This design comes from an exercise in tuning for small area on the open sky130 flow, not from production work. The RTL was checked by simulation tests, not by an equivalence proof against the original design. No activity file was given, so power comes from the tool's default toggle rates.

==> flow/design.v (excerpt) <==
module fbw_lcb (
    input  wire        clk,
    input  wire        rst,
    input  wire        rx_valid,
    input  wire [7:0]  rx_data,
    output wire        pkt_valid,
    output wire [15:0] pkt_axisX,
    output wire [15:0] pkt_axisY,
    output wire [7:0]  pkt_button,
    output wire [1:0]  fs_diag,
    input  wire        pl_valid,
    input  wire [7:0]  pl_len,
    input  wire [39:0] pl_data,
    output wire        upk_valid,
    output wire [15:0] upk_axisX,
    output wire [15:0] upk_axisY,
    output wire [7:0]  upk_button,
    output wire [1:0]  pl_diag,
    input  wire        poll,
    input  wire [31:0] now,
    output wire [39:0] servo_angle,
    output wire        servo_upd,
    output wire        failsafe
);
For scale: about 480 cells after synthesis, ~99 flip-flops, about 220 I/O pins, ~6900 um^2 of cells after synthesis.
==> flow/config.mk <==
export PLATFORM = sky130hd
export DESIGN_NAME = fbw_lcb
export DESIGN_NICKNAME = fbw_lcb
export VERILOG_FILES = /design/flow/design.v
export SDC_FILE = /design/flow/constraint.sdc
export NUM_CORES = 4
export LEC_CHECK = 0
export CAP_MARGIN = 20
export CORE_MARGIN = 2
export CORE_UTILIZATION = 70
export CTS_BUF_LIST = sky130_fd_sc_hd__clkbuf_8
export CTS_CLUSTER_SIZE = 10
export SLEW_MARGIN = 20
export SYNTH_HIERARCHICAL = 1
==> flow/constraint.sdc <==
create_clock -name core_clock -period 25.0 [get_ports {clk}]
set_input_delay 5.0000 -clock core_clock [delete_from_list [all_inputs] [get_ports {clk}]]
set_output_delay 5.0000 -clock core_clock [all_outputs]
set_load 0.01 [all_outputs]
standard.sh (not shown) runs the stock make flow with config.mk's settings and CLKGATE_MAP_FILE= SYNTH_SCRIPT=/design/flow/synth_recipe.tcl, a recipe that flattens the netlist after the stock synthesis.
==> flow/flow/run.sh <==
#!/bin/bash
set -euo pipefail
export BUFFER_PORTS_ARGS="-buffer_cell sky130_fd_sc_hd__buf_1"
export CTS_ARGS="-sink_clustering_enable -repair_clock_nets -dont_use_dummy_load -buf_list sky130_fd_sc_hd__clkbuf_8"
bash standard.sh > standard.log 2>&1
Next try:
==> flow/flow/run.sh (replaced) <==
#!/bin/bash
set -euo pipefail
export BUFFER_PORTS_ARGS="-buffer_cell sky130_fd_sc_hd__buf_1"
bash standard.sh > standard.log 2>&1
--- a/flow/config.mk
+++ b/flow/config.mk
@@ -6,4 +6,5 @@
 export NUM_CORES = 4
 export LEC_CHECK = 0
+export ABC_AREA = 1
 export CAP_MARGIN = 20
 export CORE_MARGIN = 2
After rerunning: The changed run passed the timing, DRC and antenna checks. Cell area grows by a few percent. Setup slack gains 0.16 ns. Clock-buffer cell count does not change. Non-clock buffer count stays the same. Routed wire length went up by a few percent. Via count came out higher by roughly a tenth. Clock skew drops by 0.0047 ns. Utilization came out higher by 2.2 points. Total power goes up by roughly a tenth. First-iteration DRC count rises by well over a third.


The RTL this note starts from:
==> flow/design.v <==
module fbw_fa (
    input  wire a,
    input  wire b,
    input  wire c,
    output wire s,
    output wire co
);
    assign s  = a ^ b ^ c;
    assign co = (a & b) | (c & (a ^ b));
endmodule
module fbw_ha (
    input  wire a,
    input  wire b,
    output wire s,
    output wire co
);
    assign s  = a ^ b;
    assign co = a & b;
endmodule
module fbw_add #(
    parameter integer W = 8
) (
    input  wire [W-1:0] a,
    input  wire [W-1:0] b,
    input  wire         ci,
    output wire [W-1:0] s,
    output wire         co
);
    wire [W:0] c;
    assign c[0] = ci;
    genvar i;
    generate
        for (i = 0; i < W; i = i + 1) begin : g_bit
            fbw_fa u_fa (.a(a[i]), .b(b[i]), .c(c[i]), .s(s[i]), .co(c[i+1]));
        end
    endgenerate
    assign co = c[W];
endmodule
module fbw_lcb (
    input  wire        clk,
    input  wire        rst,
    input  wire        rx_valid,
    input  wire [7:0]  rx_data,
    output wire        pkt_valid,
    output wire [15:0] pkt_axisX,
    output wire [15:0] pkt_axisY,
    output wire [7:0]  pkt_button,
    output wire [1:0]  fs_diag,
    input  wire        pl_valid,
    input  wire [7:0]  pl_len,
    input  wire [39:0] pl_data,
    output wire        upk_valid,
    output wire [15:0] upk_axisX,
    output wire [15:0] upk_axisY,
    output wire [7:0]  upk_button,
    output wire [1:0]  pl_diag,
    input  wire        poll,
    input  wire [31:0] now,
    output wire [39:0] servo_angle,
    output wire        servo_upd,
    output wire        failsafe
);
    localparam [7:0] SENTINEL = 8'hAA;
    reg [2:0] fill;                      
    reg [7:0] b1, b2, b3, b4, b5;        
    reg [7:0] sum;                       
    wire idle = (fill == 3'd0);
    wire last = (fill == 3'd6);
    wire take = !rst && rx_valid;
    wire ok   = (sum == rx_data);
    assign pkt_axisX  = {b2, b1};
    assign pkt_axisY  = {b4, b3};
    assign pkt_button = b5;
    assign pkt_valid  = take && last && ok;
    assign fs_diag    = {take && last && !ok, take && idle && (rx_data != SENTINEL)};
    always @(posedge clk) begin
        if (rst)
            fill <= 3'd0;
        else if (rx_valid) begin
            if (idle)
                fill <= (rx_data == SENTINEL) ? 3'd1 : 3'd0;
            else if (last)
                fill <= 3'd0;
            else
                fill <= fill + 3'd1;
        end
    end
    always @(posedge clk) begin
        if (rx_valid) begin
            b1 <= b2;
            b2 <= b3;
            b3 <= b4;
            b4 <= b5;
            b5 <= rx_data;
        end
    end
    wire [7:0] sa = sum & {8{!idle}};
    wire [7:0] sb = rx_data & {8{rx_valid && !idle}};
    wire [7:0] sum_n;
    wire       sc1, sum_co;
    fbw_ha u_sum0 (.a(sa[0]), .b(sb[0]), .s(sum_n[0]), .co(sc1));
    fbw_add #(.W(7)) u_sum (.a(sa[7:1]), .b(sb[7:1]), .ci(sc1), .s(sum_n[7:1]), .co(sum_co));
    always @(posedge clk)
        sum <= sum_n;
    localparam [7:0] PAYLOAD_LEN = 8'd5;
    wire pl_take = !rst && pl_valid;
    assign upk_valid  = pl_take && (pl_len == PAYLOAD_LEN);
    assign pl_diag    = (pl_take && (pl_len != PAYLOAD_LEN)) ? 2'd3 : 2'd0;
    assign upk_axisX  = pl_data[15:0];
    assign upk_axisY  = pl_data[31:16];
    assign upk_button = pl_data[39:32];
    reg        lk, qf;
    reg [31:0] last_ts;
    reg [6:0]  ax, ay;
    wire [6:0] mx, my;
    genvar k;
    generate
        for (k = 0; k < 2; k = k + 1) begin : g_map
            wire [15:0] raw = k ? upk_axisY : upk_axisX;
            wire [6:0]  angle;
            wire        s = raw[15];
            wire [17:0] u;
            wire        uc3;
            assign u[1:0] = raw[1:0];
            fbw_ha u_u2 (.a(raw[2]), .b(raw[0]), .s(u[2]), .co(uc3));
            fbw_add #(.W(14)) u_u (.a({s, raw[15:3]}), .b(raw[14:1]), .ci(uc3),
                                   .s(u[16:3]), .co(u[17]));
            wire [21:0] p;
            wire        pc4;
            assign p[2:0] = u[2:0];
            fbw_ha u_p3 (.a(u[3]), .b(u[0]), .s(p[3]), .co(pc4));
            fbw_add #(.W(17)) u_p (.a({s, s, s, u[17:4]}), .b(u[17:1]), .ci(pc4),
                                   .s(p[20:4]), .co(p[21]));
            wire [6:0] q = p[21:15];
            wire [5:0] ys;
            wire       yc;
            fbw_add #(.W(6)) u_y (.a(p[5:0]), .b(q[5:0]), .ci(!s), .s(ys), .co(yc));
            wire c_pos = (&p[14:6]) & yc;
            wire c_neg = (|p[14:6]) | (yc & (|ys));
            wire c     = s ? c_neg : c_pos;
            assign angle = q + 7'd90 + {6'd0, c};
            if (k) begin : g_y
                assign my = angle;
            end else begin : g_x
                assign mx = angle;
            end
        end
    endgenerate
    wire [9:0]  el;
    wire        el_nb;       
    wire [21:0] eh;
    wire        eh_co;
    fbw_add #(.W(10)) u_el (.a(now[9:0]), .b(~last_ts[9:0]), .ci(1'b1), .s(el), .co(el_nb));
    fbw_add #(.W(22)) u_eh (.a(now[31:10]), .b(~last_ts[31:10]), .ci(1'b1), .s(eh), .co(eh_co));
    wire hi_zero = !(|eh[21:1]) && (eh[0] ^ el_nb);
    wire expired = !hi_zero || (el > 10'd800);
    wire force_n = poll && !upk_valid && (qf ? lk : expired);
    assign servo_upd = !rst && (upk_valid || force_n);
    assign failsafe  = rst || (!upk_valid && (lk || force_n));
    always @(posedge clk) begin
        lk <= failsafe;
        if (rst)
            qf <= 1'b1;
        else if (upk_valid)
            qf <= !poll;
        else if (poll)
            qf <= qf && lk;
    end
    always @(posedge clk) begin
        if (upk_valid) begin
            ax <= mx;
            ay <= my;
        end else if (rst || force_n) begin
            ax <= 7'd90;
            ay <= 7'd90;
        end
    end
    always @(posedge clk) begin
        if (upk_valid)
            last_ts <= now;
    end
    wire [7:0] a0 = {ax[6:3] == 4'd0, ax};
    wire [7:0] a2 = {ay[6:3] == 4'd0, ay};
    assign servo_angle = {a2, a2, a2, 8'd180 - a0, a0};
endmodule
Settings: LEC_CHECK=0, CAP_MARGIN=20, CORE_MARGIN=2, CORE_UTILIZATION=70, SLEW_MARGIN=20, SYNTH_HIERARCHICAL=1; clock period 25.0 ns.
==> flow/flow/run.sh <==
#!/bin/bash
set -euo pipefail
export BUFFER_PORTS_ARGS="-buffer_cell sky130_fd_sc_hd__buf_1"
export CTS_ARGS="-sink_clustering_enable -repair_clock_nets -dont_use_dummy_load -buf_list sky130_fd_sc_hd__clkbuf_16 -sink_clustering_size 50 -sink_clustering_max_diameter 300"
bash standard.sh > standard.log 2>&1
The baseline finished with timing, DRC and antenna clean.
Change:
==> flow/flow/run.sh (replaced) <==
#!/bin/bash
set -euo pipefail
export BUFFER_PORTS_ARGS="-buffer_cell sky130_fd_sc_hd__buf_1"
export CTS_ARGS="-sink_clustering_enable -repair_clock_nets -dont_use_dummy_load -buf_list sky130_fd_sc_hd__clkbuf_8"
bash standard.sh > standard.log 2>&1
=> Setup slack improves by 33 ps; area after synthesis is unchanged; core utilization falls by 1.1 points; clock skew rises by 15 ps; first-iteration DRC count falls by 5.0%; wire length falls by about 1.3%; critical path depth is unchanged; cell area falls by 1.3%; synthesized cell count stays the same; die area does not change.

re-timing with driven ports:
How much do the figures lean on ideal ports? The routed layouts below were timed once more, with nothing changed but the port constraints.
Step 1: set_driving_cell puts a clkbuf_16 on clk and a buf_2 on each other input, an assumption about the parent block.
Step 2 adds t to the input delays and takes it off the output delays; t is the mean of the earliest and latest rising clock arrival at the registers after step 1. Input paths then give back, and output paths get back, about the clock's delay inside the block.
Three values: no drivers, after step 1, after step 2; two values: the first two.
run	shift t [ns]	slack for setup (ns)	worst setup path at the end	clock arrival spread, ns	cell pins on the clock port's net
the first run of note 1	0.384	5.170 / 5.141 / 5.141	input to output	0.022 / 0.022	1
the second run of note 1	0.401	5.334 / 5.312 / 5.312	input to output	0.013 / 0.013	1
the first run of note 2	0.367	5.016 / 4.992 / 4.992	input to output	0.023 / 0.024	1
the second run of note 2	0.379	5.050 / 5.026 / 5.026	input to output	0.038 / 0.038	1
After both steps setup and hold are still met in every run listed. The setup slack of the first run of note 1, which loses most, moves by -0.029 ns with the drivers and by -0.029 ns with both steps.
